Context: an optimization exercise on an open-source flow, tuned for small area, a short achievable clock period and few clock cycles per item. The choices shown serve that exercise and are no tape-out recipe.
Function was checked by simulation only, so behaviour that the tests miss may differ from the original.
Power figures rest on the tool's default switching activity, not on a simulated workload.

### flow/run.sh
#!/bin/bash
# synth_recipe.tcl (not shown) runs the flow's synth.tcl, then flattens the netlist and writes it again
# the make line also repeats each setting of config.mk as NAME=value (left out here)
make -C /OpenROAD-flow-scripts/flow DESIGN_CONFIG=/design/flow/config.mk WORK_HOME=/design/flow/orfs CLKGATE_MAP_FILE= SYNTH_SCRIPT=/design/flow/synth_recipe.tcl finish
### flow/config.mk
export PLATFORM = sky130hd
export DESIGN_NAME = mnet_rxv
export DESIGN_NICKNAME = mnet_rxv
export VERILOG_FILES = /design/flow/design.v
export SDC_FILE = /design/flow/constraint.sdc
export NUM_CORES = 4
export LEC_CHECK = 0
export ABC_CLOCK_PERIOD_IN_PS = 2400
export CAP_MARGIN = 20
export CORE_MARGIN = 2
export CORE_UTILIZATION = 65
export CTS_CLUSTER_DIAMETER = 100
export CTS_CLUSTER_SIZE = 30
export SETUP_SLACK_MARGIN = 2.7
export SLEW_MARGIN = 20
### flow/constraint.sdc
create_clock -name core_clock -period 5.0 [get_ports {clk}]
set_input_delay 1.0000 -clock core_clock [delete_from_list [all_inputs] [get_ports {clk}]]
set_output_delay 1.0000 -clock core_clock [all_outputs]
set_load 0.01 [all_outputs]
### flow/design.v
module mnet_crc_step (
    input  wire [15:0] crc_in,
    input  wire [7:0]  data,
    output reg  [15:0] crc_out
);
    integer i;
    always @(*) begin
        crc_out = crc_in ^ {data, 8'h00};
        for (i = 0; i < 8; i = i + 1) begin
            if (crc_out[15])
                crc_out = {crc_out[14:0], 1'b0} ^ 16'h1021;
            else
                crc_out = {crc_out[14:0], 1'b0};
        end
    end
endmodule
module mnet_rxv (
    input  wire        clk,
    input  wire        rst,
    input  wire        key_wr,
    input  wire [2:0]  key_len,
    input  wire [47:0] key_data,
    input  wire        line_rx_valid,
    output wire        line_rx_ready,
    input  wire [7:0]  line_rx_data,
    input  wire        rx_obf,
    output wire        resp_valid,
    input  wire        resp_ready,
    output wire [7:0]  resp_data,
    output wire        resp_last
);
    localparam NB = 16;           
    localparam NS = 17;           
    localparam QD = 8;            
    localparam QA = 3;            
    localparam Q_OK  = 2'd0,
               Q_CRC = 2'd1,
               Q_BAD = 2'd2;
    integer k;
    genvar gb;
    reg [47:0] key;
    reg [2:0]  klen;
    always @(posedge clk) begin
        if (rst) begin
            klen <= 3'd0;
        end else if (key_wr && key_len >= 3'd3 && key_len <= 3'd6) begin
            klen <= key_len;
            key  <= key_data;
        end
    end
    reg       rdy_q;
    reg       i_v, s_v;
    reg [7:0] i_d, s_d;
    reg       i_o, s_o;
    reg       i_ff, i_01, i_04, i_00;
    wire      acc = line_rx_valid && rdy_q;
    wire      consume;
    assign line_rx_ready = rdy_q;
    wire [7:0] n_d = s_v ? s_d : line_rx_data;
    wire       n_o = s_v ? s_o : rx_obf;
    always @(posedge clk) begin
        if (rst) begin
            i_v   <= 1'b0;
            s_v   <= 1'b0;
            rdy_q <= 1'b0;
        end else begin
            if (!i_v || consume) begin
                i_d  <= n_d;
                i_o  <= n_o;
                i_ff <= (n_d == 8'hFF);
                i_01 <= (n_d == 8'h01);
                i_04 <= (n_d == 8'h04);
                i_00 <= (n_d == 8'h00);
                i_v  <= s_v || acc;
                s_v  <= s_v && acc;
            end else begin
                if (acc) s_v <= 1'b1;
            end
            if (acc && (s_v || (i_v && !consume))) begin
                s_d <= line_rx_data; s_o <= rx_obf;
            end
            rdy_q <= !((s_v && !(consume || !i_v)) || (acc && i_v && !consume) || (acc && s_v));
        end
    end
    reg [8:0] wc, cm, rc;
    reg [4:0] rdd;                
    reg       at_rc;              
    reg [4:0] ph;                 
    reg       room;               
    function [4:0] inc17(input [4:0] x);
        inc17 = (x == 5'd16) ? 5'd0 : x + 5'd1;
    endfunction
    function [4:0] dec17(input [4:0] x);
        dec17 = (x == 5'd0) ? 5'd16 : x - 5'd1;
    endfunction
    reg [7:0]  wb [0:NB-1];
    reg [4:0]  np;                
    reg [3:0]  wbk;
    reg [NB-1:0] woh;             
    reg [4:0]  dd;
    reg [4:0]  wd, cd;            
    reg        we;                
    reg        npnz, np1;         
    wire [7:0] rout [0:NB-1];     
    wire [7:0] rnext [0:NB-1];    
    reg  [NB-1:0] roh;            
    wire [NB-1:0] woh_n, roh_n;   
    wire [NB-1:0] wcoh;           
    reg  [7:0] wbn, rrn;          
    reg  [7:0] wbd, rring;        
    wire       wb_free;
    wire [7:0] pay_x;
    integer b;
    always @(*) begin
        wbn = 8'h00;
        rrn = 8'h00;
        for (b = 0; b < NB; b = b + 1) begin
            wbn = wbn | (wb[b]    & {8{woh_n[b]}});
            rrn = rrn | (rnext[b] & {8{roh_n[b]}});
        end
    end
    always @(posedge clk) begin
        wbd   <= (wb_free && ((woh_n & wcoh) != {NB{1'b0}})) ? pay_x : wbn;
        rring <= rrn;
    end
    generate
        for (gb = 0; gb < NB; gb = gb + 1) begin : bank
            reg [8*NS-1:0] r;
            always @(posedge clk) begin
                r <= {r[8*NS-9:0], (we && woh[gb]) ? wbd : r[8*NS-1 -: 8]};
            end
            assign rout[gb]  = r[8*NS-1 -: 8];
            assign rnext[gb] = r[8*NS-9 -: 8];
            assign wcoh[gb]  = (wc[3:0] == gb);
        end
    endgenerate
    reg        p_hunt, p_hdr, p_pay, p_crc1, p_crc2, p_term;
    reg        p_body;    
    reg        p_st;      
    reg        esc;
    reg [4:0]  hc;        
    reg [7:0]  rem;       
    reg        rem1;      
    reg [15:0] crc;
    reg        crc0;      
    reg        obf;
    reg [2:0]  ki;
    reg [7:0]  kx;        
    wire [2:0] ki_n = (ki == klen - 3'd1) ? 3'd0 : ki + 3'd1;
    reg  [7:0] key_n;
    always @(*) begin
        case (ki_n)
            3'd0:    key_n = key[7:0];
            3'd1:    key_n = key[15:8];
            3'd2:    key_n = key[23:16];
            3'd3:    key_n = key[31:24];
            3'd4:    key_n = key[39:32];
            default: key_n = key[47:40];
        endcase
    end
    wire [15:0] crc_next;
    mnet_crc_step u_crc (.crc_in(crc), .data(i_d), .crc_out(crc_next));
    reg [1:0]  sq [0:QD-1];
    reg [QA:0] sq_wp, sq_rp;
    reg        sq_full;
    reg        sq_ne;         
    reg  [1:0] sq_head;       
    wire in_body   = p_body;
    wire body_ok   = esc ? i_ff : !i_ff;             
    wire esc_start = in_body && !esc && i_ff;
    wire lone_esc  = in_body && esc && !i_ff;
    wire body_byte = in_body && body_ok;
    wire store     = p_st && body_ok;
    wire start     = p_hunt && i_01;
    wire fr_end    = p_term || lone_esc;
    wire good_end  = p_term && i_04 && crc0;
    wire bad_end   = fr_end && !good_end;
    reg  wb_free_q;       
    assign wb_free = wb_free_q;
    wire can = !((store || start) && !(wb_free && room)) && !(fr_end && sq_full)
               && !(bad_end && npnz);
    assign consume = i_v && can;
    assign pay_x = (obf && p_pay) ? (i_d ^ kx) : i_d;
    wire       wr    = consume && store;
    wire [1:0] st_code = good_end ? Q_OK : (p_term && i_04) ? Q_CRC : Q_BAD;
    always @(posedge clk) begin
        if (rst) begin
            p_hunt <= 1'b1;
            p_hdr  <= 1'b0;
            p_pay  <= 1'b0;
            p_crc1 <= 1'b0;
            p_crc2 <= 1'b0;
            p_term <= 1'b0;
            p_body <= 1'b0;
            p_st   <= 1'b0;
            esc    <= 1'b0;
            sq_wp  <= {(QA+1){1'b0}};
        end else if (consume) begin
            if (p_hunt && i_01) begin
                p_hunt <= 1'b0;
                p_hdr  <= 1'b1;
                p_body <= 1'b1;
                p_st   <= 1'b1;
                esc    <= 1'b0;
                hc     <= 5'b00001;
                crc    <= 16'h0000;
                crc0   <= 1'b1;
                obf    <= i_o && (klen != 3'd0);
                ki     <= 3'd0;
                kx     <= key[7:0];
            end
            if (p_term || lone_esc) begin
                p_term <= 1'b0;
                p_hdr  <= 1'b0;
                p_pay  <= 1'b0;
                p_crc1 <= 1'b0;
                p_crc2 <= 1'b0;
                p_body <= 1'b0;
                p_st   <= 1'b0;
                p_hunt <= 1'b1;
            end
            if (esc_start) esc <= 1'b1;
            if (body_byte) begin
                esc <= 1'b0;
                crc <= crc_next;
                crc0 <= (crc_next == 16'h0000);
                if (p_hdr) begin
                    hc <= {hc[3:0], 1'b0};
                    if (hc[4]) begin
                        rem    <= i_d;
                        rem1   <= (i_d == 8'h01);
                        p_hdr  <= 1'b0;
                        p_pay  <= !i_00;
                        p_crc1 <= i_00;
                        p_st   <= !i_00;
                    end
                end
                if (p_pay) begin
                    rem  <= rem - 8'd1;
                    rem1 <= (rem == 8'd2);
                    ki   <= ki_n;
                    kx   <= key_n ^ i_d;
                    if (rem1) begin
                        p_pay  <= 1'b0;
                        p_crc1 <= 1'b1;
                        p_st   <= 1'b0;
                    end
                end
                if (p_crc1) begin
                    p_crc1 <= 1'b0;
                    p_crc2 <= 1'b1;
                end
                if (p_crc2) begin
                    p_crc2 <= 1'b0;
                    p_term <= 1'b1;
                    p_body <= 1'b0;
                end
            end
            if (fr_end) begin
                sq_wp <= sq_wp + 1'b1;
            end
        end
    end
    wire       sq_push = consume && fr_end;
    wire       sq_pop;
    wire [QA:0] sq_wp1 = sq_wp + 1'b1;
    wire [QA:0] sq_rpn = sq_rp + sq_pop;
    wire        sqf_p  = (sq_wp1[QA] != sq_rpn[QA]) && (sq_wp1[QA-1:0] == sq_rpn[QA-1:0]);
    wire        sqf_n  = (sq_wp[QA] != sq_rpn[QA]) && (sq_wp[QA-1:0] == sq_rpn[QA-1:0]);
    always @(posedge clk) begin
        if (rst) sq_full <= 1'b0;
        else     sq_full <= sq_push ? sqf_p : sqf_n;
    end
    always @(posedge clk) begin
        if (!sq_full) sq[sq_wp[QA-1:0]] <= st_code;
    end
    always @(posedge clk) begin
        if (rst) sq_ne <= 1'b0;
        else     sq_ne <= sq_push || (sq_wp != sq_rpn);
        sq_head <= (sq_rpn == sq_wp) ? st_code : sq[sq_rpn[QA-1:0]];
    end
    wire       inc  = consume && (store || start);
    wire [4:0] np_k = np - {4'd0, we};
    always @(posedge clk) begin
        if (rst)      wb_free_q <= 1'b1;
        else if (inc) wb_free_q <= (np_k < 5'd15);
        else          wb_free_q <= (np_k < 5'd16);
    end
    assign woh_n = rst ? {{(NB-1){1'b0}}, 1'b1}
                 : (consume && bad_end) ? ({{(NB-1){1'b0}}, 1'b1} << cm[3:0])
                 : we ? {woh[NB-2:0], woh[NB-1]} : woh;
    always @(posedge clk) woh <= woh_n;
    always @(posedge clk) begin
        if (rst) begin
            wc   <= 9'd0;
            cm   <= 9'd0;
            ph   <= 5'd0;
            np   <= 5'd0;
            npnz <= 1'b0;
            np1  <= 1'b0;
            we   <= 1'b0;
            wbk  <= 4'd0;
            dd   <= 5'd0;
            wd   <= 5'd0;
            cd   <= 5'd0;
            room <= 1'b0;
        end else begin
            ph   <= inc17(ph);
            room <= ((wc - rc) < 9'd270);
            np   <= inc ? np_k + 5'd1 : np_k;
            npnz <= inc ? 1'b1 : (np_k != 5'd0);
            np1  <= inc ? (np_k == 5'd0) : (np_k == 5'd1);
            we   <= we ? (inc || !np1) : ((dd == 5'd1) && (inc || npnz));
            if (we) begin
                wbk <= wbk + 4'd1;
            end
            else    dd  <= dec17(dd);
            cd <= dec17(cd);
            if (wb_free) wb[wc[3:0]] <= pay_x;
            if (inc) begin
                wc <= wc + 9'd1;
            end else begin
                wd <= dec17(wd);
            end
            if (consume && good_end) begin
                cm <= wc;
                cd <= dec17(wd);
            end
            if (consume && bad_end) begin
                wc  <= cm;
                wd  <= dec17(cd);
                wbk <= cm[3:0];
                dd  <= dec17(cd);
            end
        end
    end
    localparam R_IDLE = 1'b0, R_DATA = 1'b1;
    reg         rs;
    reg [2:0]   rhc;        
    reg [7:0]   rrem;       
    reg         rrem1;      
    reg         space;      
    reg         len_end;    
    wire        byp   = we && (wbk == rc[3:0]);
    wire [7:0]  rbyte = byp ? wbd : rring;
    wire        rzero = (rbyte == 8'h00);
    reg       o_v, o_l, k_v, k_l;
    reg [7:0] o_d, k_d;
    assign resp_valid = o_v;
    assign resp_data  = o_d;
    assign resp_last  = o_l;
    wire       r_stat  = ((rs == R_IDLE) || len_end) && sq_ne && space;
    assign roh_n = rst ? {{(NB-1){1'b0}}, 1'b1}
                 : (r_data || (r_stat && sq_head == Q_OK)) ? {roh[NB-2:0], roh[NB-1]} : roh;
    always @(posedge clk) roh <= roh_n;
    wire       r_data  = (rs == R_DATA) && at_rc && space && !len_end;
    assign     sq_pop  = r_stat;
    wire       d_last  = (rhc == 3'd4) ? rzero : (rhc == 3'd5) && rrem1;
    always @(posedge clk) begin
        if (rst) begin
            rs      <= R_IDLE;
            sq_rp   <= {(QA+1){1'b0}};
            rc      <= 9'd0;
            rdd     <= 5'd0;
            at_rc   <= 1'b1;
            len_end <= 1'b0;
        end else begin
            len_end <= r_data && (rhc == 3'd4) && rzero;
            if (!(r_data || (r_stat && sq_head == Q_OK))) begin
                rdd   <= dec17(rdd);
                at_rc <= (rdd == 5'd1);
            end
            if (len_end) rs <= R_IDLE;
            if (r_stat) begin
                sq_rp <= sq_rp + 1'b1;
                rhc   <= 3'd0;
                if (sq_head == Q_OK) begin
                    rs  <= R_DATA;
                    rc  <= rc + 9'd1;
                end
            end
            if (r_data) begin
                rc  <= rc + 9'd1;
                if (rhc != 3'd5) rhc <= rhc + 3'd1;
                if (rhc == 3'd4) begin
                    rrem  <= rbyte;
                    rrem1 <= (rbyte == 8'h01);
                end else begin
                    rrem  <= rrem - 8'd1;
                    rrem1 <= (rrem == 8'd2);
                end
                if (rhc == 3'd5 && rrem1) rs <= R_IDLE;
            end
        end
    end
    wire       q_v = r_stat || r_data;
    wire [7:0] q_d = r_stat ? ((sq_head == Q_OK) ? 8'h00 : (sq_head == Q_CRC) ? 8'h03 : 8'h02)
                           : rbyte;
    wire       q_l = r_stat ? (sq_head != Q_OK) : d_last;
    wire       drain = o_v && resp_ready;
    wire       s0v = drain ? k_v : o_v;
    wire       s1v = drain ? 1'b0 : k_v;
    wire [7:0] s0d = drain ? k_d : o_d;
    wire       s0l = drain ? k_l : o_l;
    wire       nq_o = s0v || q_v;
    wire       n_k = s1v || (s0v && q_v);
    always @(posedge clk) begin
        if (rst) begin
            o_v   <= 1'b0;
            k_v   <= 1'b0;
            space <= 1'b0;
        end else begin
            o_v <= nq_o;
            k_v <= n_k;
            if (s0v)      begin o_d <= s0d; o_l <= s0l; end
            else if (q_v) begin o_d <= q_d; o_l <= q_l; end
            if (!s1v && q_v) begin k_d <= q_d; k_l <= q_l; end
            space <= drain ? !(k_v && q_v) : !(k_v || (o_v && q_v));
        end
    end
endmodule
==> run summary <==
==> how the worst max path moves through the flow <==
stage,startpoint,endpoint,cells past startpoint
5_1_grt,i_ff,wbd[6],11
4_1_cts,i_ff,wbd[2],9
2_1_floorplan,rst,key[0],7
3_3_place_gp,rst,wbd[5],8
6_report,rst,wbd[1],10
3_5_place_dp,rst,wbd[0],8
==> cell families after synthesis <==
| group | Yosys count | synth area share [%] |
|---|---|---|
| AOI/OAI and AO/OA | 404 | 4.69 |
| DFF | 2605 | 84.8 |
| adders and majority gates | 39 | 0.764 |
| xor gates and xnor gates | 116 | 1.60 |
| muxes | 176 | 3.07 |
| buffers and inverters | 149 | 0.949 |
| and+or+nand+nor | 569 | 4.14 |
==> layout make-up <==
cell class	instances	area (sq um)
well taps	1287	1610
diodes	5	12.5
clock buffers	119	2570
flip-flops and latches	2605	55100
repair buffers	196	1860
multi-input cells	1307	10700
clock inverters	4	85.1
repair inverters	1	5.00
inverters	53	208
fillers	6236	26600
==> through the flow <==
stage / instance area, sq um / utilization, % / setup slack (ns) / power (mW)
after detailed placement: 67300 / 68.2 / 1.29 / 23.4
after global placement: 67300 / 68.2 / 1.33 / 23.4
after global routing: 72100 / 73.1 / 2.30 / 33.6
after CTS: 71300 / 72.3 / 2.40 / 32.7
final: 72100 / 73.1 / 2.36 / 32.5
after floorplan: 65300 / - / 1.53 / 22.9
==> state kept, by name, indices dropped and copies added, names as in the netlist, 9 cells and up <==
signal,cells
bank.r,2176
wb,128
crc,16
cm,9
wc,9
rc,9
key,48
sq,16
woh,16
roh,16
==> critical path: cells and delay by family <==
| kind | cells | cell delay [ns] |
|---|---|---|
| buffers and inverters | 3 | 0.60 |
| AO/OA/AOI/OAI | 4 | 0.50 |
| AND/OR/NAND/NOR | 3 | 1.13 |
==> layout by cell type (no fill, tap or decap), drive strengths merged, types with 20 or more instances in the layout <==
cell type      synthesis  final
nor3                  35     36
nand2                213    213
nand4                 29     29
xnor2                 73     73
a222oi                20     20
nand2b                24     24
nand3                 38     38
edfxtp               287    287
clkbuf                69    120
clkdlybuf4s50          0     63
xor2                  42     42
dfxtp               2318   2318
nor4                  20     20
a21oi                 95     95
nor2                 138    138
a31oi                 22     22
mux2                 139    139
a221oi                52     52
inv                   52     51
a22o                  40     40
ha                    38     38
mux2i                 33     33
buf                   27    132
o21ai                 43     43
==> power by group <==
part / internal, mW / switching (mW)
sequential: 21.5 / 0.239
clock: 3.68 / 5.72
combinational: 0.566 / 0.781
total: 25.8 / 6.74
==> Yosys cell counts (all sizes together) (33+ instances only) <==
master	n
edfxtp	287
inv	52
dfxtp	2318
nor2	138
ha	38
clkbuf	69
nand3	38
mux2i	33
a21oi	95
xor2	42
a221oi	52
nand2	213
mux2	139
xnor2	73
nor3	35
o21ai	43
a22o	40
==> what timing repair did <==
action / 4_1_cts / 5_1_grt
cloned: 5 / 2
endpoints found under the setup margin: 382 / 280
pin swaps: 38 / 56
resized for setup: 221 / 92
setup buffers: 55 / 39
==> routing by layer <==
| metal | up-vias | part of all wire [%] | GRT usage, % |
|---|---|---|---|
| li1 | 14100 | - | - |
| met1 | 14300 | 49 | 34.9 |
| met2 | 793 | 43 | 33.2 |
| met3 | 173 | 5.5 | 3.79 |
| met4 | 4 | 2.4 | 5.59 |
| met5 | - | 0.022 | 0 |
==> key figures <==
Yosys
  – Leading cell types by total area after synthesis: dfxtp_1, edfxtp_1, mux2_2
  – Ys flop type: dfxtp_1
  – Post-synth cell types: 93
  – Portion of the post-synthesis area used by sequential elements: between 80% and 90%
  – Summed instance area of the synthesized netlist: ~0.065 sq mm
  – Yosys warns: 2
  – Avg Cell Area, Syn: about 16 sq um
  – Syn Inst Count: 4058
  – Fraction of synthesis flops using an asynchronous set or reset pin: 0%
  – Area share of the leading cell type in the synthesized netlist: roughly 72%
  – Number of synthesized register bits: between 2000 and 3000
  – Post-synth net total: roughly 4200
  – Number of enable-type register cells in the synthesized netlist: approximately 290
  – Yosys top cell by area: dfxtp_1

Power
  – Pwr dens: 451 mW/mm^2
  – Leakage: 27.3 nW
  – Peak ir drop on the vdd network: between 300 and 400 uV

GRT
  – First-pass GRT wire length: 172000 um
  – Vias in the first global route: roughly 28000
  – Overflow left after global routing: 0
  – Overall fraction of global-route tracks in use: between 20% and 30%
  – Largest net degree at the start of global routing: a little over 50
  – Initial antenna violation count: 7

Detailed routing
  – Wire length reported by the detailed router: roughly 120000 um
  – Detailed-route wire length per cell: around 21 um
  – Per-cell via count in the routed design: between 5 and 6
  – Antenna-violating nets left: 0
  – Vias after detailed routing: between 20000 and 30000
  – Number of optimization iterations in the first detailed-route pass: 6
  – Starting DRC count in detailed routing: approximately 2500
  – Final routed DRC violation total: 0

STA
  – Hold Vio Cnt, Final: 0
  – Remaining max-slew budget at the tightest pin: about 33%
  – Final-report setup violation count: 0
  – Final clock period utilization by the worst path: between 50% and 60%
  – Hold Slack: between 0.3 and 0.4 ns
  – Worst clock skew on the final layout: 0.0291 ns
  – Slew at the pin with the worst max-slew slack: 1.00 ns
  – Clock period minus final worst setup slack: about 2.6 ns
  – Max-slew violation count: 0
  – Highest attainable clock frequency: 378 MHz
  – Fin Setup TNS: 0 ns
  – Setup repair after global routing missed its margin: true

Worst setup path
  – Startpoint of the worst-slack reg-to-reg timing path: i_ff
  – Slowest cell delay on critical path: 0.60 ns
  – Required time of the critical path: 5.61 ns
  – Crit-path max FO: 51
  – Arrival @ worst endpoint: roughly 3.3 ns
  – Category of the most critical setup path: primary input to flip-flop
  – Library cell contributing the largest single delay on the critical path: nor3_1
  – Launching element type of the critical path: primary input
  – FF-to-FF path depth: 11
  – Setup crit end kind: flip-flop
  – Critical register-to-register path endpoint: wbd[1]
  – Critical path cell sequence: clkbuf_8 -> nor3_1 -> nor4bb_1 -> a41oi_1 -> nand3_1 -> a211oi_2 -> buf_4 -> buf_12 -> a311oi_1 -> a41oi_2
  – Worst setup slack for register-to-register paths: roughly 2.4 ns

Hold path
  – Origin of the worst min-delay path: bank[1].r[59]
  – Kind of path behind the tightest hold check: flip-flop to flip-flop
  – Hold worst-path end: bank[1].r[67]
  – Min-Delay Path Depth: 0

Floorplanning
  – Die Outline Area: around 0.1 sq mm
  – Number of primary I/O pins: between 70 and 80
  – Core Box Area: between 0.09 and 0.1 sq mm
  – Starting density of the core: 65.7%
  – Die Y: ~320 um
  – Die boundary width: 320 um
  – Rows: between 100 and 150

Clocking
  – Buffers from clock root to sink, at most: 3
  – Number of buffers inserted during clock tree synthesis: 96
  – CTS tree: done
  – Clock insertion delay at the later pin of the skew report: between 0.7 and 0.8 ns
  – Root buffer selected by CTS: clkbuf_16
  – Clock slew seen by the registers of the worst setup and hold paths: ~0.12 ns
  – Clock net sink count: roughly 2600
  – H-Tree Depth: 3
  – Post-CTS Hold Fix Bufs: 0

Final layout
  – Number of nets in the layout: ~4400
  – Non-filler cells in the finished layout: between 5000 and 6000
  – Synthesis-to-finish area growth: 11.1%
  – Share of cells above drive strength 1: around 15%

Place
  – Placer Congestion: 0.872
  – Quantity of I/O buffers inserted on ports: 75
  – Number of placed cells counting well taps: 5348
  – Detailed-placement wirelength estimate: approximately 74000 um

Run status
  – Status: finished clean

Run
  – Max-capacitance violation count: 0
Testbench counts, summed over its fixed seeds: cycles 16,123, items 192.

what the ideal ports hide:
The results above use ideal ports. As a check the final layout listed here was re-extracted and re-timed, cells and wires unchanged. Step 1 (the two cells are an assumption about what drives the block):
set clk [get_ports {clk}]
set_driving_cell -lib_cell sky130_fd_sc_hd__clkbuf_16 $clk
set_driving_cell -lib_cell sky130_fd_sc_hd__buf_2 [delete_from_list [all_inputs] $clk]
Step 2 moves the port delays by t, midway between the first and last clock arrival at a register: inputs arrive t later, outputs are due t later. That takes back most of the time a late clock gives input paths. a / b / c = no drivers / after step 1 / after step 2; a / b = the first two.
t (ns): 0.778
slack for setup (ns): 2.356 / 2.328 / 1.550
worst hold slack (ns): 0.322 / 0.322 / 0.322
clock arrival spread, ns: 0.033 / 0.033
worst slew at a driven data input, ns: 0.13
After both steps this run still meets setup and hold. The setup slack of this run moves by -0.028 ns with the drivers and by -0.806 ns with both steps.
